Background: an optimization exercise with open tools, aiming at small area, a short achievable clock period and few clock cycles per item. Do not read the settings as production practice. No functional check of the RTL was part of any run shown here.

File: flow/config.mk
export PLATFORM = sky130hd
export DESIGN_NAME = wsc_px3
export DESIGN_NICKNAME = wsc_px3
export VERILOG_FILES = /design/flow/design.v
export SDC_FILE = /design/flow/constraint.sdc
export NUM_CORES = 4
export LEC_CHECK = 0
export CAP_MARGIN = 20
export CORE_MARGIN = 2
export CORE_UTILIZATION = 40
export CTS_BUF_LIST = sky130_fd_sc_hd__clkbuf_4 sky130_fd_sc_hd__clkbuf_8
export CTS_CLUSTER_DIAMETER = 60
export CTS_CLUSTER_SIZE = 20
export SLEW_MARGIN = 20
export SYNTH_HIERARCHICAL = 1
File: flow/constraint.sdc
create_clock -name core_clock -period 28.0 [get_ports {clk}]
set_input_delay 5.6000 -clock core_clock [delete_from_list [all_inputs] [get_ports {clk}]]
set_output_delay 5.6000 -clock core_clock [all_outputs]
set_load 0.01 [all_outputs]
File: flow/design.v
module wsc_fa (input wire a, input wire b, input wire c, output wire s, output wire co);
    assign s  = a ^ b ^ c;
    assign co = (a & b) | (a & c) | (b & c);
endmodule
module wsc_ha (input wire a, input wire b, output wire s, output wire co);
    assign s  = a ^ b;
    assign co = a & b;
endmodule
module wsc_px3_pre (
    input  wire [71:0] v,
    output wire [9:0]  cs_X,          
    output wire [9:0]  cs_Y,          
    output wire [8:0]  nm             
);
    wire [7:0] v0 = v[7:0],   v1 = v[15:8],  v2 = v[23:16];
    wire [7:0] v3 = v[31:24], v4 = v[39:32], v5 = v[47:40];
    wire [7:0] v6 = v[55:48], v7 = v[63:56], v8 = v[71:64];
    assign nm = {1'b0, ~v4} + 9'd1;      
    wire s1, c2;
    wsc_ha us1 (.a(v0[0]), .b(v2[0]), .s(s1), .co(c2));
    wire s3, c4;
    wsc_fa us3 (.a(v0[1]), .b(v2[1]), .c(v6[1]), .s(s3), .co(c4));
    wire s5, c6;
    wsc_fa us5 (.a(v0[2]), .b(v2[2]), .c(v6[2]), .s(s5), .co(c6));
    wire s7, c8;
    wsc_fa us7 (.a(v0[3]), .b(v2[3]), .c(v6[3]), .s(s7), .co(c8));
    wire s9, c10;
    wsc_fa us9 (.a(v0[4]), .b(v2[4]), .c(v6[4]), .s(s9), .co(c10));
    wire s11, c12;
    wsc_fa us11 (.a(v0[5]), .b(v2[5]), .c(v6[5]), .s(s11), .co(c12));
    wire s13, c14;
    wsc_fa us13 (.a(v0[6]), .b(v2[6]), .c(v6[6]), .s(s13), .co(c14));
    wire s15, c16;
    wsc_fa us15 (.a(v0[7]), .b(v2[7]), .c(v6[7]), .s(s15), .co(c16));
    wire s17, c18;
    wsc_ha us17 (.a(v6[0]), .b(v8[0]), .s(s17), .co(c18));
    wire s19, c20;
    wsc_fa us19 (.a(v8[1]), .b(c2), .c(c18), .s(s19), .co(c20));
    wire s21, c22;
    wsc_fa us21 (.a(v8[2]), .b(c4), .c(s5), .s(s21), .co(c22));
    wire s23, c24;
    wsc_fa us23 (.a(v8[3]), .b(c6), .c(s7), .s(s23), .co(c24));
    wire s25, c26;
    wsc_fa us25 (.a(v8[4]), .b(c8), .c(s9), .s(s25), .co(c26));
    wire s27, c28;
    wsc_fa us27 (.a(v8[5]), .b(c10), .c(s11), .s(s27), .co(c28));
    wire s29, c30;
    wsc_fa us29 (.a(v8[6]), .b(c12), .c(s13), .s(s29), .co(c30));
    wire s31, c32;
    wsc_fa us31 (.a(v8[7]), .b(c14), .c(s15), .s(s31), .co(c32));
    assign cs_X = {1'b0, c16, c30, c28, c26, c24, c22, c20, s3, s1} + {1'b0, c32, s31, s29, s27, s25, s23, s21, s19, s17};
    wire s33, c34;
    wsc_ha us33 (.a(v1[0]), .b(v3[0]), .s(s33), .co(c34));
    wire s35, c36;
    wsc_fa us35 (.a(v1[1]), .b(v3[1]), .c(v5[1]), .s(s35), .co(c36));
    wire s37, c38;
    wsc_fa us37 (.a(v1[2]), .b(v3[2]), .c(v5[2]), .s(s37), .co(c38));
    wire s39, c40;
    wsc_fa us39 (.a(v1[3]), .b(v3[3]), .c(v5[3]), .s(s39), .co(c40));
    wire s41, c42;
    wsc_fa us41 (.a(v1[4]), .b(v3[4]), .c(v5[4]), .s(s41), .co(c42));
    wire s43, c44;
    wsc_fa us43 (.a(v1[5]), .b(v3[5]), .c(v5[5]), .s(s43), .co(c44));
    wire s45, c46;
    wsc_fa us45 (.a(v1[6]), .b(v3[6]), .c(v5[6]), .s(s45), .co(c46));
    wire s47, c48;
    wsc_fa us47 (.a(v1[7]), .b(v3[7]), .c(v5[7]), .s(s47), .co(c48));
    wire s49, c50;
    wsc_ha us49 (.a(v5[0]), .b(v7[0]), .s(s49), .co(c50));
    wire s51, c52;
    wsc_fa us51 (.a(v7[1]), .b(c34), .c(c50), .s(s51), .co(c52));
    wire s53, c54;
    wsc_fa us53 (.a(v7[2]), .b(c36), .c(s37), .s(s53), .co(c54));
    wire s55, c56;
    wsc_fa us55 (.a(v7[3]), .b(c38), .c(s39), .s(s55), .co(c56));
    wire s57, c58;
    wsc_fa us57 (.a(v7[4]), .b(c40), .c(s41), .s(s57), .co(c58));
    wire s59, c60;
    wsc_fa us59 (.a(v7[5]), .b(c42), .c(s43), .s(s59), .co(c60));
    wire s61, c62;
    wsc_fa us61 (.a(v7[6]), .b(c44), .c(s45), .s(s61), .co(c62));
    wire s63, c64;
    wsc_fa us63 (.a(v7[7]), .b(c46), .c(s47), .s(s63), .co(c64));
    assign cs_Y = {1'b0, c48, c62, c60, c58, c56, c54, c52, s35, s33} + {1'b0, c64, s63, s61, s59, s57, s55, s53, s51, s49};
endmodule
module wsc_px3_post (
    input  wire        op,
    input  wire        opn,          
    input  wire [9:0]  cs_X,
    input  wire [9:0]  cs_Y,
    input  wire [8:0]  nm,            
    output wire [7:0]  res
);
    wire [10:0] xs_X = {1'b0, cs_X} + {nm, 2'b00};
    wire [10:0] xs_Y = {1'b0, cs_Y} + {nm, 2'b00};
    function lo_ok_f;
        input [7:0] q;
        input [9:0] Al;
        begin
            casez (q)
                8'b1???????: lo_ok_f = 1'b1;
                8'b01??????: lo_ok_f = &Al[9:9];
                8'b001?????: lo_ok_f = &Al[9:8];
                8'b0001????: lo_ok_f = &Al[9:7];
                8'b00001???: lo_ok_f = &Al[9:6];
                8'b000001??: lo_ok_f = &Al[9:5];
                8'b0000001?: lo_ok_f = &Al[9:4];
                8'b00000001: lo_ok_f = &Al[9:3];
                default:     lo_ok_f = &Al[9:3] & (Al[2] | (Al[1] & Al[0]));
            endcase
        end
    endfunction
    wire n65 = xs_X[0];
    wire n66 = xs_X[1];
    wire n67 = xs_X[2];
    wire n68 = xs_X[3];
    wire n69 = xs_X[4];
    wire n70 = xs_X[5];
    wire n71 = xs_X[6];
    wire n72 = xs_X[7];
    wire n73 = xs_X[8];
    wire n74 = xs_X[9];
    wire n75 = xs_X[10];
    wire n76 = ~xs_Y[0];
    wire n77 = ~xs_Y[1];
    wire n78 = ~xs_Y[2];
    wire n79 = ~xs_Y[3];
    wire n80 = ~xs_Y[4];
    wire n81 = ~xs_Y[5];
    wire n82 = ~xs_Y[6];
    wire n83 = ~xs_Y[7];
    wire n84 = ~xs_Y[8];
    wire n85 = ~xs_Y[9];
    wire n86 = ~xs_Y[10];
    wire n87 = xs_Y[0];
    wire n88 = xs_Y[1];
    wire n89 = xs_Y[2];
    wire n90 = xs_Y[3];
    wire n91 = xs_Y[4];
    wire n92 = xs_Y[5];
    wire n93 = xs_Y[6];
    wire n94 = xs_Y[7];
    wire n95 = xs_Y[8];
    wire n96 = xs_Y[9];
    wire n97 = xs_Y[10];
    wire n98 = op & xs_X[0];
    wire n99 = op & xs_X[1];
    wire n100 = op & xs_X[2];
    wire n101 = op & xs_X[3];
    wire n102 = op & xs_X[4];
    wire n103 = op & xs_X[5];
    wire n104 = op ? xs_X[6] : ~xs_X[0];
    wire n105 = opn ? ~xs_X[1] : xs_X[7];
    wire n106 = op ? xs_X[8] : ~xs_X[2];
    wire n107 = opn ? ~xs_X[3] : xs_X[9];
    wire n108 = op ? xs_X[10] : ~xs_X[4];
    wire n109 = opn & ~xs_X[5];
    wire n110 = opn & ~xs_X[6];
    wire n111 = opn & ~xs_X[7];
    wire n112 = opn & ~xs_X[8];
    wire n113 = opn & ~xs_X[9];
    wire n114 = opn & ~xs_X[10];
    wire n115 = op & xs_X[0];
    wire n116 = opn ? xs_X[0] : xs_X[1];
    wire n117 = op ? xs_X[2] : xs_X[1];
    wire n118 = opn ? xs_X[2] : xs_X[3];
    wire n119 = op ? xs_X[4] : xs_X[3];
    wire n120 = opn ? xs_X[4] : xs_X[5];
    wire n121 = op ? xs_X[6] : xs_X[5];
    wire n122 = opn ? xs_X[6] : xs_X[7];
    wire n123 = op ? xs_X[8] : xs_X[7];
    wire n124 = opn ? xs_X[8] : xs_X[9];
    wire n125 = op ? xs_X[10] : xs_X[9];
    wire n126 = opn & xs_X[10];
    wire n127 = op & xs_X[0];
    wire n128 = op & xs_X[1];
    wire n129 = opn ? xs_Y[0] : xs_X[2];
    wire n130 = op ? xs_X[3] : xs_Y[1];
    wire n131 = opn ? xs_Y[2] : xs_X[4];
    wire n132 = op ? xs_X[5] : xs_Y[3];
    wire n133 = opn ? xs_Y[4] : xs_X[6];
    wire n134 = op ? xs_X[7] : xs_Y[5];
    wire n135 = opn ? xs_Y[6] : xs_X[8];
    wire n136 = op ? xs_X[9] : xs_Y[7];
    wire n137 = opn ? xs_Y[8] : xs_X[10];
    wire n138 = opn & xs_Y[9];
    wire n139 = opn & xs_Y[10];
    wire n140 = op & ~xs_X[0];
    wire n141 = op ? ~xs_X[1] : ~xs_Y[0];
    wire n142 = opn ? ~xs_Y[1] : ~xs_X[2];
    wire n143 = op ? ~xs_X[3] : ~xs_Y[2];
    wire n144 = opn ? ~xs_Y[3] : ~xs_X[4];
    wire n145 = op ? ~xs_X[5] : ~xs_Y[4];
    wire n146 = opn ? ~xs_Y[5] : ~xs_X[6];
    wire n147 = op ? ~xs_X[7] : ~xs_Y[6];
    wire n148 = opn ? ~xs_Y[7] : ~xs_X[8];
    wire n149 = op ? ~xs_X[9] : ~xs_Y[8];
    wire n150 = opn ? ~xs_Y[9] : ~xs_X[10];
    wire n151 = opn & ~xs_Y[10];
    wire n152 = op & ~xs_X[0];
    wire n153 = op & ~xs_X[1];
    wire n154 = op & ~xs_X[2];
    wire n155 = op & ~xs_X[3];
    wire n156 = op ? ~xs_X[4] : nm[0];
    wire n157 = opn ? nm[1] : ~xs_X[5];
    wire n158 = op ? ~xs_X[6] : nm[2];
    wire n159 = opn ? nm[3] : ~xs_X[7];
    wire n160 = op ? ~xs_X[8] : nm[4];
    wire n161 = opn ? nm[5] : ~xs_X[9];
    wire n162 = op ? ~xs_X[10] : nm[6];
    wire n163 = opn & nm[7];
    wire n164 = opn & nm[8];
    wire n165 = op & xs_X[0];
    wire n166 = op & xs_X[1];
    wire n167 = op & xs_X[2];
    wire n168 = op & xs_X[3];
    wire n169 = op & xs_X[4];
    wire n170 = op & xs_X[5];
    wire n171 = op & xs_X[6];
    wire n172 = op & xs_X[7];
    wire n173 = op & xs_X[8];
    wire n174 = op & xs_X[9];
    wire n175 = op & xs_X[10];
    wire n176 = opn & ~xs_X[0];
    wire n177 = opn & ~xs_X[1];
    wire n178 = opn & ~xs_X[2];
    wire n179 = opn & ~xs_X[3];
    wire n180 = opn & ~xs_X[4];
    wire n181 = opn & ~xs_X[5];
    wire n182 = opn & ~xs_X[6];
    wire n183 = opn & ~xs_X[7];
    wire n184 = opn & ~xs_X[8];
    wire n185 = opn & ~xs_X[9];
    wire n186 = opn & ~xs_X[10];
    wire n187 = op & xs_X[0];
    wire n188 = op & xs_X[1];
    wire n189 = op & xs_X[2];
    wire n190 = op & xs_X[3];
    wire n191 = op & xs_X[4];
    wire n192 = op & xs_X[5];
    wire n193 = op & xs_X[6];
    wire n194 = op & xs_X[7];
    wire n195 = op & xs_X[8];
    wire n196 = op & xs_X[9];
    wire n197 = op & xs_X[10];
    wire n198 = op & ~xs_Y[0];
    wire n199 = op & ~xs_Y[1];
    wire n200 = op & ~xs_Y[2];
    wire n201 = op & ~xs_Y[3];
    wire n202 = op & ~xs_Y[4];
    wire n203 = op & ~xs_Y[5];
    wire n204 = op & ~xs_Y[6];
    wire n205 = op & ~xs_Y[7];
    wire n206 = op & ~xs_Y[8];
    wire n207 = op & ~xs_Y[9];
    wire n208 = op & ~xs_Y[10];
    wire n209 = op & xs_Y[0];
    wire n210 = op & xs_Y[1];
    wire n211 = op & xs_Y[2];
    wire n212 = op & xs_Y[3];
    wire n213 = op & xs_Y[4];
    wire n214 = op & xs_Y[5];
    wire n215 = op & xs_Y[6];
    wire n216 = op & xs_Y[7];
    wire n217 = op & xs_Y[8];
    wire n218 = op & xs_Y[9];
    wire n219 = op & xs_Y[10];
    wire n220 = op & xs_Y[0];
    wire n221 = op & xs_Y[1];
    wire n222 = op & xs_Y[2];
    wire n223 = op & xs_Y[3];
    wire n224 = op & xs_Y[4];
    wire n225 = op & xs_Y[5];
    wire n226 = op & xs_Y[6];
    wire n227 = op & xs_Y[7];
    wire n228 = op & xs_Y[8];
    wire n229 = op & xs_Y[9];
    wire n230 = op & xs_Y[10];
    wire n231 = ~nm[0];
    wire n232 = ~nm[1];
    wire n233 = ~nm[2];
    wire n234 = ~nm[3];
    wire n235 = ~nm[4];
    wire n236 = ~nm[5];
    wire n237 = ~nm[6];
    wire n238 = ~nm[7];
    wire n239 = ~nm[8];
    wire s240, c241;
    wsc_ha us240 (.a(op), .b(n99), .s(s240), .co(c241));
    wire s242, c243;
    wsc_ha us242 (.a(n100), .b(n152), .s(s242), .co(c243));
    wire s244, c245;
    wsc_ha us244 (.a(n101), .b(n153), .s(s244), .co(c245));
    wire s246, c247;
    wsc_fa us246 (.a(op), .b(n102), .c(n154), .s(s246), .co(c247));
    wire s248, c249;
    wsc_ha us248 (.a(op), .b(n103), .s(s248), .co(c249));
    wire s250, c251;
    wsc_fa us250 (.a(n76), .b(op), .c(n104), .s(s250), .co(c251));
    wire s252, c253;
    wsc_fa us252 (.a(n77), .b(opn), .c(n105), .s(s252), .co(c253));
    wire s254, c255;
    wsc_ha us254 (.a(n78), .b(op), .s(s254), .co(c255));
    wire s256, c257;
    wsc_ha us256 (.a(n65), .b(n79), .s(s256), .co(c257));
    wire s258, c259;
    wsc_fa us258 (.a(n68), .b(n82), .c(op), .s(s258), .co(c259));
    wire s260 = ~(n69 ^ n83);
    wire c261 = n69 | n83;
    wire s262, c263;
    wsc_ha us262 (.a(s260), .b(c259), .s(s262), .co(c263));
    wire s264, c265;
    wsc_fa us264 (.a(n70), .b(n84), .c(c261), .s(s264), .co(c265));
    wire s266, c267;
    wsc_fa us266 (.a(s264), .b(op), .c(n112), .s(s266), .co(c267));
    wire s268, c269;
    wsc_ha us268 (.a(n115), .b(n134), .s(s268), .co(c269));
    wire s270, c271;
    wsc_fa us270 (.a(n71), .b(n85), .c(n87), .s(s270), .co(c271));
    wire s272, c273;
    wsc_fa us272 (.a(s270), .b(c265), .c(op), .s(s272), .co(c273));
    wire s274, c275;
    wsc_fa us274 (.a(s272), .b(n113), .c(n116), .s(s274), .co(c275));
    wire s276, c277;
    wsc_fa us276 (.a(n72), .b(n86), .c(n88), .s(s276), .co(c277));
    wire s278, c279;
    wsc_fa us278 (.a(c271), .b(s276), .c(c273), .s(s278), .co(c279));
    wire s280, c281;
    wsc_ha us280 (.a(n114), .b(n117), .s(s280), .co(c281));
    wire s282 = ~(n73 ^ n89);
    wire c283 = n73 | n89;
    wire s284, c285;
    wsc_fa us284 (.a(s282), .b(c277), .c(n118), .s(s284), .co(c285));
    wire s286, c287;
    wsc_fa us286 (.a(n74), .b(n90), .c(n231), .s(s286), .co(c287));
    wire s288, c289;
    wsc_ha us288 (.a(c283), .b(s286), .s(s288), .co(c289));
    wire s290, c291;
    wsc_fa us290 (.a(n75), .b(n91), .c(n232), .s(s290), .co(c291));
    wire s292, c293;
    wsc_fa us292 (.a(c287), .b(s290), .c(c289), .s(s292), .co(c293));
    wire s294 = ~(n92 ^ n233);
    wire c295 = n92 | n233;
    wire s296, c297;
    wsc_ha us296 (.a(n93), .b(n234), .s(s296), .co(c297));
    wire n298 = ~n94;
    wire s299, c300;
    wsc_ha us299 (.a(op), .b(n168), .s(s299), .co(c300));
    wire s301, c302;
    wsc_ha us301 (.a(n169), .b(n188), .s(s301), .co(c302));
    wire s303, c304;
    wsc_fa us303 (.a(n170), .b(n189), .c(n206), .s(s303), .co(c304));
    wire s305, c306;
    wsc_fa us305 (.a(n98), .b(n171), .c(n190), .s(s305), .co(c306));
    wire s307, c308;
    wsc_ha us307 (.a(n207), .b(n213), .s(s307), .co(c308));
    wire s309, c310;
    wsc_fa us309 (.a(n172), .b(n191), .c(n208), .s(s309), .co(c310));
    wire s311, c312;
    wsc_fa us311 (.a(n214), .b(n222), .c(c308), .s(s311), .co(c312));
    wire s313, c314;
    wsc_fa us313 (.a(n173), .b(n192), .c(n215), .s(s313), .co(c314));
    wire s315, c316;
    wsc_fa us315 (.a(n223), .b(c241), .c(s242), .s(s315), .co(c316));
    wire s317, c318;
    wsc_fa us317 (.a(n174), .b(n193), .c(n216), .s(s317), .co(c318));
    wire s319, c320;
    wsc_fa us319 (.a(n224), .b(c243), .c(s244), .s(s319), .co(c320));
    wire s321, c322;
    wsc_fa us321 (.a(n175), .b(n194), .c(n217), .s(s321), .co(c322));
    wire s323, c324;
    wsc_fa us323 (.a(n225), .b(c245), .c(c318), .s(s323), .co(c324));
    wire s325, c326;
    wsc_fa us325 (.a(n155), .b(n195), .c(n218), .s(s325), .co(c326));
    wire s327, c328;
    wsc_fa us327 (.a(n226), .b(s248), .c(c247), .s(s327), .co(c328));
    wire s329, c330;
    wsc_fa us329 (.a(n156), .b(n196), .c(n219), .s(s329), .co(c330));
    wire s331, c332;
    wsc_fa us331 (.a(n227), .b(c249), .c(c326), .s(s331), .co(c332));
    wire s333, c334;
    wsc_fa us333 (.a(n127), .b(n157), .c(n197), .s(s333), .co(c334));
    wire s335, c336;
    wsc_fa us335 (.a(n228), .b(c251), .c(c330), .s(s335), .co(c336));
    wire s337, c338;
    wsc_fa us337 (.a(s254), .b(n106), .c(n128), .s(s337), .co(c338));
    wire s339, c340;
    wsc_fa us339 (.a(n158), .b(n229), .c(c253), .s(s339), .co(c340));
    wire s341, c342;
    wsc_fa us341 (.a(s256), .b(c255), .c(n107), .s(s341), .co(c342));
    wire s343, c344;
    wsc_fa us343 (.a(n129), .b(n159), .c(n230), .s(s343), .co(c344));
    wire s345, c346;
    wsc_fa us345 (.a(n66), .b(n80), .c(c257), .s(s345), .co(c346));
    wire s347, c348;
    wsc_fa us347 (.a(s345), .b(n108), .c(n130), .s(s347), .co(c348));
    wire s349, c350;
    wsc_fa us349 (.a(n67), .b(n81), .c(c346), .s(s349), .co(c350));
    wire s351, c352;
    wsc_fa us351 (.a(s349), .b(n109), .c(n131), .s(s351), .co(c352));
    wire s353, c354;
    wsc_fa us353 (.a(c350), .b(s258), .c(n110), .s(s353), .co(c354));
    wire s355, c356;
    wsc_fa us355 (.a(n132), .b(n141), .c(n162), .s(s355), .co(c356));
    wire s357, c358;
    wsc_fa us357 (.a(n111), .b(n133), .c(n142), .s(s357), .co(c358));
    wire s359, c360;
    wsc_fa us359 (.a(n163), .b(n177), .c(s262), .s(s359), .co(c360));
    wire s361, c362;
    wsc_fa us361 (.a(n143), .b(n164), .c(n178), .s(s361), .co(c362));
    wire s363, c364;
    wsc_fa us363 (.a(c263), .b(s268), .c(c358), .s(s363), .co(c364));
    wire s365, c366;
    wsc_fa us365 (.a(n135), .b(n144), .c(n179), .s(s365), .co(c366));
    wire s367, c368;
    wsc_fa us367 (.a(c269), .b(c267), .c(c362), .s(s367), .co(c368));
    wire s369, c370;
    wsc_fa us369 (.a(n136), .b(n145), .c(n180), .s(s369), .co(c370));
    wire s371, c372;
    wsc_fa us371 (.a(s278), .b(s280), .c(c275), .s(s371), .co(c372));
    wire s373, c374;
    wsc_fa us373 (.a(n137), .b(n146), .c(n181), .s(s373), .co(c374));
    wire s375, c376;
    wsc_fa us375 (.a(c279), .b(c281), .c(c370), .s(s375), .co(c376));
    wire s377, c378;
    wsc_fa us377 (.a(s288), .b(n119), .c(n138), .s(s377), .co(c378));
    wire s379, c380;
    wsc_fa us379 (.a(n147), .b(n182), .c(c285), .s(s379), .co(c380));
    wire s381, c382;
    wsc_fa us381 (.a(op), .b(s292), .c(n120), .s(s381), .co(c382));
    wire s383, c384;
    wsc_fa us383 (.a(n139), .b(n148), .c(n183), .s(s383), .co(c384));
    wire s385, c386;
    wsc_fa us385 (.a(s294), .b(c291), .c(c293), .s(s385), .co(c386));
    wire s387, c388;
    wsc_fa us387 (.a(s385), .b(n121), .c(n149), .s(s387), .co(c388));
    wire s389, c390;
    wsc_fa us389 (.a(c295), .b(s296), .c(opn), .s(s389), .co(c390));
    wire s391, c392;
    wsc_fa us391 (.a(s389), .b(c386), .c(n122), .s(s391), .co(c392));
    wire s393, c394;
    wsc_fa us393 (.a(n235), .b(n298), .c(c297), .s(s393), .co(c394));
    wire s395, c396;
    wsc_fa us395 (.a(s393), .b(c390), .c(n123), .s(s395), .co(c396));
    wire s397, c398;
    wsc_fa us397 (.a(n95), .b(n236), .c(n94), .s(s397), .co(c398));
    wire s399, c400;
    wsc_ha us399 (.a(s397), .b(c394), .s(s399), .co(c400));
    wire s401, c402;
    wsc_fa us401 (.a(n96), .b(n237), .c(c398), .s(s401), .co(c402));
    wire s403, c404;
    wsc_ha us403 (.a(n97), .b(n238), .s(s403), .co(c404));
    wire s405, c406;
    wsc_ha us405 (.a(n187), .b(n204), .s(s405), .co(c406));
    wire s407, c408;
    wsc_fa us407 (.a(n205), .b(n211), .c(c300), .s(s407), .co(c408));
    wire s409, c410;
    wsc_fa us409 (.a(n212), .b(n220), .c(c302), .s(s409), .co(c410));
    wire s411, c412;
    wsc_fa us411 (.a(n221), .b(s307), .c(c304), .s(s411), .co(c412));
    wire s413, c414;
    wsc_fa us413 (.a(s240), .b(c306), .c(s309), .s(s413), .co(c414));
    wire s415, c416;
    wsc_fa us415 (.a(c310), .b(s313), .c(c312), .s(s415), .co(c416));
    wire s417, c418;
    wsc_fa us417 (.a(c314), .b(s317), .c(c316), .s(s417), .co(c418));
    wire s419, c420;
    wsc_fa us419 (.a(s246), .b(s321), .c(c320), .s(s419), .co(c420));
    wire s421, c422;
    wsc_fa us421 (.a(c322), .b(s325), .c(c324), .s(s421), .co(c422));
    wire s423, c424;
    wsc_fa us423 (.a(s250), .b(s329), .c(c328), .s(s423), .co(c424));
    wire s425, c426;
    wsc_fa us425 (.a(s252), .b(s333), .c(c332), .s(s425), .co(c426));
    wire s427, c428;
    wsc_fa us427 (.a(c334), .b(s337), .c(c336), .s(s427), .co(c428));
    wire s429, c430;
    wsc_fa us429 (.a(c338), .b(s341), .c(s343), .s(s429), .co(c430));
    wire s431, c432;
    wsc_fa us431 (.a(n160), .b(c342), .c(c344), .s(s431), .co(c432));
    wire s433, c434;
    wsc_fa us433 (.a(n140), .b(n161), .c(c348), .s(s433), .co(c434));
    wire s435, c436;
    wsc_fa us435 (.a(n176), .b(c352), .c(s353), .s(s435), .co(c436));
    wire s437, c438;
    wsc_fa us437 (.a(c354), .b(c356), .c(s357), .s(s437), .co(c438));
    wire s439, c440;
    wsc_fa us439 (.a(s266), .b(s361), .c(c360), .s(s439), .co(c440));
    wire s441, c442;
    wsc_fa us441 (.a(s274), .b(s365), .c(c364), .s(s441), .co(c442));
    wire s443, c444;
    wsc_fa us443 (.a(c366), .b(s369), .c(c368), .s(s443), .co(c444));
    wire s445, c446;
    wsc_fa us445 (.a(s284), .b(s373), .c(c372), .s(s445), .co(c446));
    wire s447, c448;
    wsc_fa us447 (.a(c374), .b(s377), .c(c376), .s(s447), .co(c448));
    wire s449, c450;
    wsc_fa us449 (.a(c378), .b(s381), .c(s383), .s(s449), .co(c450));
    wire s451, c452;
    wsc_fa us451 (.a(n184), .b(c382), .c(c384), .s(s451), .co(c452));
    wire s453, c454;
    wsc_fa us453 (.a(n150), .b(n185), .c(c388), .s(s453), .co(c454));
    wire s455, c456;
    wsc_fa us455 (.a(n151), .b(n186), .c(c392), .s(s455), .co(c456));
    wire s457, c458;
    wsc_fa us457 (.a(s399), .b(op), .c(n124), .s(s457), .co(c458));
    wire s459, c460;
    wsc_fa us459 (.a(s401), .b(c400), .c(opn), .s(s459), .co(c460));
    wire s461, c462;
    wsc_fa us461 (.a(s403), .b(c402), .c(opn), .s(s461), .co(c462));
    wire s463, c464;
    wsc_ha us463 (.a(n167), .b(n203), .s(s463), .co(c464));
    wire s465, c466;
    wsc_fa us465 (.a(n210), .b(c464), .c(s299), .s(s465), .co(c466));
    wire s467, c468;
    wsc_fa us467 (.a(c406), .b(s301), .c(s407), .s(s467), .co(c468));
    wire s469, c470;
    wsc_fa us469 (.a(s303), .b(c408), .c(s409), .s(s469), .co(c470));
    wire s471, c472;
    wsc_fa us471 (.a(s305), .b(c410), .c(s411), .s(s471), .co(c472));
    wire s473, c474;
    wsc_fa us473 (.a(s311), .b(c412), .c(s413), .s(s473), .co(c474));
    wire s475, c476;
    wsc_fa us475 (.a(s315), .b(c414), .c(s415), .s(s475), .co(c476));
    wire s477, c478;
    wsc_fa us477 (.a(s319), .b(c416), .c(s417), .s(s477), .co(c478));
    wire s479, c480;
    wsc_fa us479 (.a(s323), .b(c418), .c(s419), .s(s479), .co(c480));
    wire s481, c482;
    wsc_fa us481 (.a(s327), .b(c420), .c(s421), .s(s481), .co(c482));
    wire s483, c484;
    wsc_fa us483 (.a(s331), .b(c422), .c(s423), .s(s483), .co(c484));
    wire s485, c486;
    wsc_fa us485 (.a(s335), .b(c424), .c(s425), .s(s485), .co(c486));
    wire s487, c488;
    wsc_fa us487 (.a(s339), .b(c426), .c(s427), .s(s487), .co(c488));
    wire s489, c490;
    wsc_fa us489 (.a(c340), .b(s429), .c(c428), .s(s489), .co(c490));
    wire s491, c492;
    wsc_fa us491 (.a(s347), .b(c430), .c(s431), .s(s491), .co(c492));
    wire s493, c494;
    wsc_fa us493 (.a(s351), .b(c432), .c(s433), .s(s493), .co(c494));
    wire s495, c496;
    wsc_fa us495 (.a(s355), .b(c434), .c(s435), .s(s495), .co(c496));
    wire s497, c498;
    wsc_fa us497 (.a(s359), .b(c436), .c(s437), .s(s497), .co(c498));
    wire s499, c500;
    wsc_fa us499 (.a(s363), .b(c438), .c(s439), .s(s499), .co(c500));
    wire s501, c502;
    wsc_fa us501 (.a(s367), .b(c440), .c(s441), .s(s501), .co(c502));
    wire s503, c504;
    wsc_fa us503 (.a(s371), .b(c442), .c(s443), .s(s503), .co(c504));
    wire s505, c506;
    wsc_fa us505 (.a(s375), .b(c444), .c(s445), .s(s505), .co(c506));
    wire s507, c508;
    wsc_fa us507 (.a(s379), .b(c446), .c(s447), .s(s507), .co(c508));
    wire s509, c510;
    wsc_fa us509 (.a(c380), .b(s449), .c(c448), .s(s509), .co(c510));
    wire s511, c512;
    wsc_fa us511 (.a(s387), .b(c450), .c(s451), .s(s511), .co(c512));
    wire s513, c514;
    wsc_fa us513 (.a(s391), .b(c452), .c(s453), .s(s513), .co(c514));
    wire s515, c516;
    wsc_fa us515 (.a(s395), .b(c454), .c(s455), .s(s515), .co(c516));
    wire s517, c518;
    wsc_fa us517 (.a(c396), .b(s457), .c(c456), .s(s517), .co(c518));
    wire s519, c520;
    wsc_fa us519 (.a(s459), .b(n125), .c(c458), .s(s519), .co(c520));
    wire s521, c522;
    wsc_fa us521 (.a(c460), .b(s461), .c(n126), .s(s521), .co(c522));
    wire s523, c524;
    wsc_ha us523 (.a(n209), .b(s463), .s(s523), .co(c524));
    wire s525, c526;
    wsc_ha us525 (.a(s405), .b(s465), .s(s525), .co(c526));
    wire s527, c528;
    wsc_ha us527 (.a(c466), .b(s467), .s(s527), .co(c528));
    wire s529, c530;
    wsc_ha us529 (.a(c468), .b(s469), .s(s529), .co(c530));
    wire s531, c532;
    wsc_ha us531 (.a(c470), .b(s471), .s(s531), .co(c532));
    wire s533, c534;
    wsc_ha us533 (.a(c472), .b(s473), .s(s533), .co(c534));
    wire s535, c536;
    wsc_ha us535 (.a(c474), .b(s475), .s(s535), .co(c536));
    wire s537, c538;
    wsc_ha us537 (.a(c476), .b(s477), .s(s537), .co(c538));
    wire s539, c540;
    wsc_ha us539 (.a(c478), .b(s479), .s(s539), .co(c540));
    wire s541, c542;
    wsc_ha us541 (.a(c480), .b(s481), .s(s541), .co(c542));
    wire s543, c544;
    wsc_ha us543 (.a(c482), .b(s483), .s(s543), .co(c544));
    wire s545, c546;
    wsc_ha us545 (.a(c484), .b(s485), .s(s545), .co(c546));
    wire s547, c548;
    wsc_ha us547 (.a(c486), .b(s487), .s(s547), .co(c548));
    wire s549, c550;
    wsc_ha us549 (.a(c488), .b(s489), .s(s549), .co(c550));
    wire s551, c552;
    wsc_ha us551 (.a(c490), .b(s491), .s(s551), .co(c552));
    wire s553, c554;
    wsc_ha us553 (.a(c492), .b(s493), .s(s553), .co(c554));
    wire s555, c556;
    wsc_ha us555 (.a(c494), .b(s495), .s(s555), .co(c556));
    wire s557, c558;
    wsc_ha us557 (.a(c496), .b(s497), .s(s557), .co(c558));
    wire s559, c560;
    wsc_ha us559 (.a(c498), .b(s499), .s(s559), .co(c560));
    wire s561, c562;
    wsc_ha us561 (.a(c500), .b(s501), .s(s561), .co(c562));
    wire s563, c564;
    wsc_ha us563 (.a(c502), .b(s503), .s(s563), .co(c564));
    wire s565, c566;
    wsc_ha us565 (.a(c504), .b(s505), .s(s565), .co(c566));
    wire s567, c568;
    wsc_ha us567 (.a(c506), .b(s507), .s(s567), .co(c568));
    wire s569, c570;
    wsc_ha us569 (.a(c508), .b(s509), .s(s569), .co(c570));
    wire s571, c572;
    wsc_ha us571 (.a(c510), .b(s511), .s(s571), .co(c572));
    wire s573, c574;
    wsc_ha us573 (.a(c512), .b(s513), .s(s573), .co(c574));
    wire s575, c576;
    wsc_ha us575 (.a(c514), .b(s515), .s(s575), .co(c576));
    wire s577, c578;
    wsc_ha us577 (.a(c516), .b(s517), .s(s577), .co(c578));
    wire s579, c580;
    wsc_ha us579 (.a(c518), .b(s519), .s(s579), .co(c580));
    wire s581, c582;
    wsc_ha us581 (.a(c520), .b(s521), .s(s581), .co(c582));
    wire G583 = c532 | (s531 & c530);
    wire P584 = s531 & s529;
    wire G585 = G583 | (P584 & c528);
    wire P586 = P584 & s527;
    wire G587 = c526 | (s525 & c524);
    wire P588 = s525 & s523;
    wire G589 = G585 | (P586 & G587);
    wire P590 = P586 & P588;
    wire k591 = G589;
    wire a592 = s523 ^ 1'b0;
    wire a593 = s525 ^ c524;
    wire G594 = c526 | (s525 & c524);
    wire P595 = s525 & s523;
    wire a596 = s527 ^ G594;
    wire G597 = c528 | (s527 & c526);
    wire P598 = s527 & s525;
    wire G599 = G597 | (P598 & c524);
    wire P600 = P598 & s523;
    wire a601 = s529 ^ G599;
    wire G602 = c530 | (s529 & c528);
    wire P603 = s529 & s527;
    wire G604 = c526 | (s525 & c524);
    wire P605 = s525 & s523;
    wire G606 = G602 | (P603 & G604);
    wire P607 = P603 & P605;
    wire a608 = s531 ^ G606;
    wire [9:0] Al = {a608, a601, a596, a593, a592, 1'b0, 1'b0, 1'b0, 1'b0, 1'b0};
    wire G609 = c566 | (s565 & c564);
    wire P610 = s565 & s563;
    wire G611 = G609 | (P610 & c562);
    wire P612 = P610 & s561;
    wire G613 = c560 | (s559 & c558);
    wire P614 = s559 & s557;
    wire G615 = G611 | (P612 & G613);
    wire P616 = P612 & P614;
    wire G617 = c556 | (s555 & c554);
    wire P618 = s555 & s553;
    wire G619 = c552 | (s551 & c550);
    wire P620 = s551 & s549;
    wire G621 = G617 | (P618 & G619);
    wire P622 = P618 & P620;
    wire G623 = G615 | (P616 & G621);
    wire P624 = P616 & P622;
    wire G625 = c548 | (s547 & c546);
    wire P626 = s547 & s545;
    wire G627 = c544 | (s543 & c542);
    wire P628 = s543 & s541;
    wire G629 = G625 | (P626 & G627);
    wire P630 = P626 & P628;
    wire G631 = c540 | (s539 & c538);
    wire P632 = s539 & s537;
    wire G633 = c536 | (s535 & c534);
    wire P634 = s535 & s533;
    wire G635 = G631 | (P632 & G633);
    wire P636 = P632 & P634;
    wire G637 = G629 | (P630 & G635);
    wire P638 = P630 & P636;
    wire G639 = G623 | (P624 & G637);
    wire P640 = P624 & P638;
    wire k641 = G639 | (P640 & k591);
    wire h642 = s533 ^ k591;
    wire h643 = s535 ^ c534;
    wire h644 = s537 ^ c536;
    wire h645 = s539 ^ c538;
    wire h646 = s541 ^ c540;
    wire h647 = s543 ^ c542;
    wire h648 = s545 ^ c544;
    wire h649 = s547 ^ c546;
    wire h650 = s549 ^ c548;
    wire h651 = s551 ^ c550;
    wire h652 = s553 ^ c552;
    wire h653 = s555 ^ c554;
    wire h654 = s557 ^ c556;
    wire h655 = s559 ^ c558;
    wire h656 = s561 ^ c560;
    wire h657 = s563 ^ c562;
    wire h658 = s565 ^ c564;
    wire hi_ones = &{h658, h657, h656, h655, h654, h653, h652, h651, h650, h649, h648, h647, h646, h645, h644, h643, h642};
    wire c27 = k641;
    wire [7:0]  q0 = {c520, c518, c516, c514, c512, c510, c508, c506} + {s521, s519, s517, s515, s513, s511, s509, s507};
    wire [7:0]  q1 = q0 + 8'd1;
    wire [7:0]  q2 = q0 + 8'd2;
    wire lo_ok = c27 ? lo_ok_f(q1, Al) : lo_ok_f(q0, Al);
    wire flag = op & hi_ones & lo_ok;
    assign res = c27 ? (flag ? q2 : q1) : (flag ? q1 : q0);
endmodule
module wsc_px3 (
    input  wire         clk,
    input  wire         rst,
    input  wire         in_valid,
    output wire         in_ready,
    input  wire         in_op,        
    input  wire [287:0] in_win,
    output reg          out_valid,
    input  wire         out_ready,
    output reg  [31:0]  out_pix
);
    wire [39:0] csx_w, csy_w;
    wire [35:0] nm_w;
    genvar c;
    generate
        for (c = 0; c < 4; c = c + 1) begin : pre
            wsc_px3_pre u (
                .v   ({in_win[256+8*c +: 8], in_win[224+8*c +: 8], in_win[192+8*c +: 8],
                       in_win[160+8*c +: 8], in_win[128+8*c +: 8], in_win[96+8*c +: 8],
                       in_win[64+8*c +: 8],  in_win[32+8*c +: 8],  in_win[8*c +: 8]}),
                .cs_X(csx_w[10*c +: 10]),
                .cs_Y(csy_w[10*c +: 10]),
                .nm  (nm_w[9*c +: 9])
            );
        end
    endgenerate
    reg         s1_valid;
    reg         s1_op;
    reg         s1_opn;       
    reg  [39:0] s1_csx, s1_csy;
    reg  [35:0] s1_nm;
    reg         k0_valid, k1_valid;
    reg  [31:0] k0_pix, k1_pix;
    assign in_ready = !k1_valid && !(k0_valid && s1_valid);
    wire accept = in_valid && in_ready;
    always @(posedge clk) begin
        if (rst)
            s1_valid <= 1'b0;
        else
            s1_valid <= accept;
    end
    always @(posedge clk) begin
        s1_op  <= in_op;
        s1_opn <= ~in_op;
        s1_csx <= csx_w;
        s1_csy <= csy_w;
        s1_nm  <= nm_w;                        
    end
    wire [31:0] res;
    generate
        for (c = 0; c < 4; c = c + 1) begin : post
            wsc_px3_post u (
                .op  (s1_op),
                .opn (s1_opn),
                .cs_X(s1_csx[10*c +: 10]),
                .cs_Y(s1_csy[10*c +: 10]),
                .nm  (s1_nm[9*c +: 9]),
                .res (res[8*c +: 8])
            );
        end
    endgenerate
    wire head_free = !out_valid || out_ready;
    always @(posedge clk) begin
        if (rst) begin
            out_valid <= 1'b0;
            k0_valid  <= 1'b0;
            k1_valid  <= 1'b0;
        end else if (head_free) begin
            out_valid <= k0_valid || s1_valid;
            k0_valid  <= k1_valid || (k0_valid && s1_valid);
            k1_valid  <= k1_valid && s1_valid;
        end else begin
            k0_valid  <= k0_valid || s1_valid;
            k1_valid  <= k1_valid || (k0_valid && s1_valid);
        end
    end
    always @(posedge clk) begin
        if (head_free)
            out_pix <= k0_valid ? k0_pix : res;
        if (head_free || !k0_valid)
            k0_pix <= (head_free && k1_valid) ? k1_pix : res;
        if (head_free || !k1_valid)
            k1_pix <= res;
    end
endmodule
File: flow/flow/run.sh
#!/bin/bash
set -e
export BUFFER_PORTS_ARGS="-buffer_cell sky130_fd_sc_hd__buf_1"
export SETUP_SLACK_MARGIN=20.35
bash standard.sh > standard.log 2>&1
File: flow/standard.sh
#!/bin/bash
# synth_recipe.tcl (not shown) runs the flow's synth.tcl, then flattens the netlist and writes it again
# the make line also repeats each setting of config.mk as NAME=value (left out here)
make -C /OpenROAD-flow-scripts/flow DESIGN_CONFIG=/design/flow/config.mk WORK_HOME=/design/flow/orfs CLKGATE_MAP_FILE= SYNTH_SCRIPT=/design/flow/synth_recipe.tcl "${@:-finish}"
==> flow_summary.json, run 1 <==
{
  "status": "timing/DRC/antenna clean",
  "fmaxAchievable_mhz": 127,
  "timing.rr.start": "s1_csy[23]",
  "tightestPinTransition_ns": 1.05,
  "finalCritPeriodShare_pct": 28.1,
  "skew_ns": 0.0377,
  "synth_top_flop_cell": "dfxtp_1",
  "slew_headroom_pct": 27.9,
  "synth_cell_types": 69,
  "cpMaxStageDelayCell": "fa_1",
  "grt.overflow.total": 0,
  "reg2reg_depth": 29,
  "synthTopCellsByArea": "fa_1 36%, ha_1 15%, edfxtp_1 8.5%",
  "yosysWarnings": 8,
  "cpMostUsedCell": "fa_2",
  "cp.required_ns": 28.37,
  "cts_made_buffers": 26,
  "final_cell_mix": "562 x fa_1, 365 x ha_1, 326 x buf_1, 220 x inv_1, 193 x nor2_1",
  "cts_tree": "yes",
  "dp_hpwl_um": 71000,
  "globalplace.congestion": 0.929,
  "die_area_mm2": 0.0870,
  "fin_setup_tns_ns": 0,
  "syn-cell-area_mm2": 0.0339,
  "rr_endpoint": "k0_pix[20]",
  "pin_count": 327,
  "multi_input_area_mm2": 0.0292,
  "syn-num-nets": 4321,
  "clk_latency_ns": 0.64,
  "viasPerCell": 5.26,
  "die_y_um": 295,
  "vias": 24300,
  "die_w_um": 295,
  "maxCapViolCount": 0,
  "grt_antenna_before_repair": 1,
  "ant_nets": 0,
  "cts_sinks": 218,
  "routedWlPerCell_um": 18.7,
  "synth.top_cell.area_share_pct": 36.2,
  "grt_util_all_layers_pct": 19.9,
  "grt_max_degree": 93,
  "maxSlewViolCount": 0,
  "reg2reg_slack_ns": 20.14,
  "clk_path_buf_depth": 3,
  "firstDrtPassIters": 5,
  "crit_start": "s1_csy[23]",
  "coreArea_mm2": 0.0837,
  "row_count": 106,
  "drt_iter0_markers": 1486,
  "finalSetupViolCount": 0,
  "syn_area_per_cell_um2": 11.2,
  "end_kind": "flip-flop",
  "remaining_drc_errors": 0,
  "cts_hold_buf": 0,
  "h-tree-depth": 1,
  "final_common_cell": "fa_1",
  "path_clk_slew_ns": 0.09,
  "crit_type": "reg2reg",
  "port-buffer-count": 326,
  "start_util_pct": 40.5,
  "fill_cells": 7747,
  "crit_fanout": 6,
  "syn2layout_area_growth_pct": 17.6,
  "drive_above_1_share_pct": 17.4,
  "period_minus_slack_ns": 7.86,
  "max_stage_delay_ns": 0.53,
  "seqCellArea_mm2": 0.00537,
  "cp-endpoint": "k0_pix[20]",
  "critPathLaunchType": "flip-flop",
  "synth-seq-area-share_pct": 15.7,
  "first_global_vias": 25500,
  "final_nets": 4772,
  "rsz0062_at_grt": "true",
  "wl_um": 86500,
  "utilization_pct": 47.6,
  "grt_pass1_wl_um": 137000,
  "min_path_type": "reg2reg",
  "worstPathArrival_ns": 8.23,
  "synth_top_cell_by_area": "fa_1",
  "report.final.hold_viol_count": 0,
  "synthArstFlopShare_pct": 0,
  "syn-instance-count": 3016,
  "cts-root-buf": "clkbuf_8",
  "yosys_register_bits": 218,
  "synth-edff-count": 96
}
==> final cells by class <==
type	instances	area share [%]
clock buffer	27	0.918
clock inverter	19	0.723
timing repair buffer	474	5.87
antenna	1	0.00629
multi-input combinational	2516	73.2
inverter	231	2.19
tap	1134	3.56
sequential	218	13.5
==> modules after synthesis (local to each module, per instance) <==
module	cell area, um2	cells
wsc_px3_pre	812	104
wsc_fa	20.0	1
wsc_px3_post	2560	382
wsc_px3	6330	304
wsc_ha	12.5	1
==> Yosys cell counts, types with 13 or more instances <==
cell	count
o41ai_1	16
edfxtp_1	96
clkbuf_1	36
ha_1	400
o211ai_1	20
dfxtp_1	122
fa_1	612
o21bai_1	40
nand2_1	130
nor2b_1	80
nand4_1	32
xnor2_1	140
a21oi_1	177
a21o_1	77
inv_1	226
a211oi_1	13
nor3_1	32
nand3_1	40
nor3b_1	13
nor2_1	195
a21boi_0	16
mux2_2	42
and2_1	52
xor2_1	76
o21ai_0	68
mux2_4	30
==> worst min path at each step <==
| stage | start | endpoint | slack, ns | cells after the start |
|---|---|---|---|---|
| finish | k0_pix[21] | out_pix[21] | 0.52 | 1 |
| detailed placement | k0_pix[21] | out_pix[21] | 0.53 | 1 |
| CTS | k1_pix[29] | k0_pix[29] | 0.53 | 1 |
| global placement | k0_pix[1] | out_pix[1] | 0.53 | 1 |
| floorplan | s1_valid | k1_valid | 0.51 | 2 |
| global route | k0_pix[21] | out_pix[21] | 0.53 | 1 |
==> flip-flops by register name, summed over array words and instances, names as in the netlist <==
signal and cells:
s1_nm 36, s1_op 1, s1_csy 40, s1_opn 1, s1_valid 1, k0_valid 1, s1_csx 40, out_valid 1
k0_pix 32, k1_pix 32, out_pix 32, k1_valid 1
==> repair_timing <==
action	CTS	global route
gates resized for setup	198	127
pin swaps	123	137
endpoints found under the setup margin	96	96
setup buffers	88	41
==> kinds of logic after synthesis <==
kind of cell,share of synthesized area (%)
buffers and inverters,3.43
XOR/XNOR,5.59
AO/OA/AOI/OAI,11.0
flip-flops,15.7
adder cells (fa/ha/maj),51.0
AND/OR/NAND/NOR,10.2
multiplexers,3.08
==> metal layers <==
| metal | global-route usage, % | part of all wire, % |
|---|---|---|
| met1 | 28.4 | 46 |
| met2 | 32.5 | 47 |
| met3 | 2.75 | 5.2 |
| met4 | 4.04 | 2.1 |
| met5 | 0 | 0 |
==> stage by stage <==
step / hold slack [ns] / setup slack [ns] / cells / instance area, um2
final: 0.521 / 20.14 / 4620 / 39800
after global placement: 0.527 / 19.55 / 4444 / 36700
after floorplan: 0.507 / 20.36 / 3016 / 34200
after CTS: 0.530 / 20.32 / 4578 / 38800
after detailed placement: 0.532 / 19.55 / 4444 / 36700
after global routing: 0.530 / 19.83 / 4620 / 39800
==> worst max-delay path: cells and delay by family, from the launching register on <==
kind / cells / cell delay, ns
AOI/OAI and AO/OA: 11 / 2.21
buffers and inverters: 3 / 0.45
muxes: 1 / 0.27
DFF: 1 / 0.39
xor gates and xnor gates: 2 / 0.27
adders and majority gates: 9 / 3.36
and+or+nand+nor: 3 / 0.67
==> run 2: changes to the inputs <==
--- a/flow/design.v
+++ b/flow/design.v
@@ -746,7 +746,8 @@
     reg  [39:0] s1_csx, s1_csy;
     reg  [35:0] s1_nm;
-    reg         k0_valid, k1_valid;
-    reg  [31:0] k0_pix, k1_pix;
-    assign in_ready = !k1_valid && !(k0_valid && s1_valid);
+    reg  [1:0]  count;            
+    reg  [2:0]  wr_sel, rd_sel;
+    reg  [31:0] q0_pix, q1_pix, q2_pix;
+    assign in_ready = (count == 2'd0) || (count == 2'd1) || (count == 2'd2 && !s1_valid);
     wire accept = in_valid && in_ready;
     always @(posedge clk) begin
@@ -776,26 +777,27 @@
         end
     endgenerate
-    wire head_free = !out_valid || out_ready;
+    wire pop = out_valid && out_ready;
     always @(posedge clk) begin
         if (rst) begin
-            out_valid <= 1'b0;
-            k0_valid  <= 1'b0;
-            k1_valid  <= 1'b0;
-        end else if (head_free) begin
-            out_valid <= k0_valid || s1_valid;
-            k0_valid  <= k1_valid || (k0_valid && s1_valid);
-            k1_valid  <= k1_valid && s1_valid;
+            count  <= 2'd0;
+            wr_sel <= 3'b001;
+            rd_sel <= 3'b001;
         end else begin
-            k0_valid  <= k0_valid || s1_valid;
-            k1_valid  <= k1_valid || (k0_valid && s1_valid);
+            count <= count + {1'b0, s1_valid} - {1'b0, pop};
+            if (s1_valid)
+                wr_sel <= {wr_sel[1:0], wr_sel[2]};
+            if (pop)
+                rd_sel <= {rd_sel[1:0], rd_sel[2]};
         end
     end
     always @(posedge clk) begin
-        if (head_free)
-            out_pix <= k0_valid ? k0_pix : res;
-        if (head_free || !k0_valid)
-            k0_pix <= (head_free && k1_valid) ? k1_pix : res;
-        if (head_free || !k1_valid)
-            k1_pix <= res;
+        if (s1_valid && wr_sel[0]) q0_pix <= res;
+        if (s1_valid && wr_sel[1]) q1_pix <= res;
+        if (s1_valid && wr_sel[2]) q2_pix <= res;
+    end
+    always @* begin
+        out_valid = count != 2'd0;
+        out_pix   = ({32{rd_sel[0]}} & q0_pix) | ({32{rd_sel[1]}} & q1_pix) |
+                    ({32{rd_sel[2]}} & q2_pix);
     end
 endmodule
==> flow_summary.json, run 2 <==
{
  "synthTopCellsByArea": "fa_1 35%, ha_1 15%, edfxtp_1 8.3%",
  "routedWlPerCell_um": 18.9,
  "die_w_um": 298,
  "grt_pass1_wl_um": 145000,
  "ant_nets": 0,
  "globalplace.congestion": 0.930,
  "report.final.hold_viol_count": 0,
  "maxSlewViolCount": 0,
  "synth_top_cell_by_area": "fa_1",
  "start_util_pct": 40.5,
  "yosys_register_bits": 223,
  "maxCapViolCount": 0,
  "dr_wl_met2_um": 43700,
  "synth_top_family_by_area": "adder cells",
  "final_nets": 4942,
  "syn-cell-area_mm2": 0.0347,
  "synthMuxAreaShare_pct": 0.621,
  "cp.required_ns": 22.40,
  "synth-seq-area-share_pct": 15.6,
  "drive_above_1_share_pct": 15.6,
  "fin_setup_tns_ns": 0,
  "remaining_drc_errors": 0,
  "synth_top_flop_cell": "dfxtp_1",
  "yosys.area_share.simple_pct": 11.7,
  "syn2layout_area_growth_pct": 17.1,
  "synth-edff-count": 96,
  "wl_um": 90900,
  "cts_hold_buf": 0,
  "grt_antenna_before_repair": 1,
  "cts_tree": "yes",
  "viasPerCell": 5.36,
  "dp_hpwl_um": 74100,
  "synth-adder-area-share_pct": 49.8,
  "grt.overflow.total": 0,
  "utilization_pct": 47.5,
  "die_area_mm2": 0.0890,
  "synth.top_cell.area_share_pct": 35.3,
  "crit_fanout": 13,
  "crit_type": "reg2out",
  "syn-instance-count": 3190,
  "clk_latency_ns": 0.62,
  "slew_headroom_pct": 42.0,
  "yosysWarnings": 8,
  "dp.cells": 4626,
  "top_regs": "s1_csx (40), s1_csy (40), s1_nm (36)",
  "clk_path_buf_depth": 3,
  "period_minus_slack_ns": 7.58,
  "syn_area_per_cell_um2": 10.9,
  "yosysMostFrequentCell": "fa_1",
  "worstPathArrival_ns": 1.98,
  "end_kind": "primary output",
  "critPathLaunchType": "flip-flop",
  "grt_util_all_layers_pct": 20.2,
  "grt_max_degree": 71,
  "finalCritPeriodShare_pct": 27.1,
  "final_common_cell": "fa_1",
  "cts_sinks": 223,
  "layoutNonFillerInstCount": 4797,
  "first_global_vias": 26800,
  "final_cell_mix": "562 x fa_1, 367 x ha_1, 324 x buf_1, 231 x inv_1, 225 x nor2_1",
  "row_count": 107,
  "pin_count": 327,
  "fmaxAchievable_mhz": 132,
  "wl_met3_um": 4990,
  "routed.top_layer": "met4",
  "synth-xor-area-share_pct": 5.22,
  "finalSetupViolCount": 0,
  "synth_cell_types": 84,
  "firstDrtPassIters": 7,
  "path_clk_slew_ns": 0.12,
  "skew_ns": 0.0194,
  "min_path_type": "reg2reg",
  "die_y_um": 298,
  "port-buffer-count": 326,
  "synth_compound_area_share_pct": 13.3,
  "vias": 25700,
  "syn-num-nets": 4497,
  "tightestPinTransition_ns": 0.864,
  "drt_iter0_markers": 1651,
  "h-tree-depth": 1,
  "status": "timing/DRC/antenna clean",
  "synth_top_cells_by_count": "612 x fa_1, 402 x ha_1, 249 x nor2_1",
  "cts-root-buf": "clkbuf_8",
  "cts_made_buffers": 23,
  "coreArea_mm2": 0.0855,
  "synthArstFlopShare_pct": 0,
  "rsz0062_at_grt": "true",
  "met1Wirelength_um": 40500
}
run 2: changes by cell type in the layout (fill, tap and decap cells not counted), moves of 17 or more:
cell,change
a222oi_1,+32
mux2_2,-26
mux2_4,-42
nor2_1,+32
nor2_2,+18
o21ai_0,+19
xnor2_1,+17
xnor2_2,-25
run 2: area by class of cell:
| cell class | count | area (um2) |
|---|---|---|
| Fill cell | 7993 | 44900 |
| Multi-Input combinational cell | 2661 | 29700 |
| Sequential cell | 223 | 5470 |
| Timing Repair Buffer | 482 | 2500 |
| Tap cell | 1144 | 1430 |
| Inverter | 244 | 916 |
| Clock buffer | 24 | 324 |
| Clock inverter | 18 | 221 |
| Antenna cell | 1 | 2.50 |
run 2: what timing repair did:
item / CTS / global route
resized for setup: 140 / 229
gates cloned: 1 / 1
endpoints found under the setup margin: 106 / 101
pin swaps: 58 / 197
buffers inserted: 49 / 77
hold endpoints to repair: 0 / 0
run 2: worst max-delay path, stage by stage (launching register included):
cell and delay [ns]:
dfxtp_4 0.39, buf_12 0.16, a222oi_1 0.58, inv_1 0.09
buf_1 0.15
run 2: cells by family after synthesis:
logic type,Yosys count
adders and majority gates,1014
xor gates and xnor gates,205
muxes,21
buffers and inverters,306
DFF,223
and+or+nand+nor,778
AOI/OAI and AO/OA,643
run 2: worst paths after layout:
kind	slack, ns	cells past startpoint	start	to
min reg2reg	0.51	2	wr_sel[2]	wr_sel[2]
max	20.42	4	rd_sel[0]	out_pix[13]
min	0.51	2	wr_sel[2]	wr_sel[2]
max reg2reg	20.58	23	s1_nm[9]	q2_pix[12]
run 2: per-layer routing:
layer,track usage (%),vias up
li1,-,12100
met1,28.6,12800
met2,33.4,752
met3,2.69,95
met4,3.67,0
met5,0,-
run 2: stage by stage:
stage                     hold slack (ns)  worst slack [ns]  instance area [um2]
after floorplan                     0.452             20.32                34800
after global placement              0.473             19.60                37300
after global routing                0.534             20.22                40600
after detailed placement            0.483             19.52                37300
final                               0.508             20.42                40600
after CTS                           0.512             20.34                38900
run 2: modules after synthesis, one instance, submodules excluded:
| module | times used | cell area (um2) | cells |
|---|---|---|---|
| wsc_fa | 592 | 20.0 | 1 |
| wsc_ha | 176 | 12.5 | 1 |
| wsc_px3 | 1 | 6200 | 330 |
| wsc_px3_post | 4 | 2790 | 419 |
| wsc_px3_pre | 4 | 812 | 104 |

[static timing again, ports no longer ideal]
The results above use ideal ports. As a check the final layouts listed here were re-extracted and re-timed, cells and wires unchanged. Step 1 sets driving cells, clkbuf_16 on the clock port and buf_2 on the other inputs (assumed; they add their load-dependent delay and slew). Step 2, shift: input delay + t, output delay - t, t = (earliest + latest rising clock arrival at the registers) / 2. This alone moves slack from input paths to output paths. a / b / c = ideal ports / drivers / drivers and shift; a / b = the first two.
| run | t, ns | slack for setup (ns) | hold slack, ns | worst setup path at the end | worst data-port slew with drivers (ns) |
|---|---|---|---|---|---|
| run 1 | 0.681 | 20.142 / 20.142 / 19.974 | 0.521 / 0.521 / 0.521 | input to register | 0.08 |
| run 2 | 0.669 | 20.415 / 20.357 / 20.034 | 0.508 / 0.508 / 0.508 | input to register | 0.06 |
After both steps setup and hold are still met in every run listed. The setup slack of run 2, which loses most, moves by -0.058 ns with the drivers and by -0.381 ns with both steps.
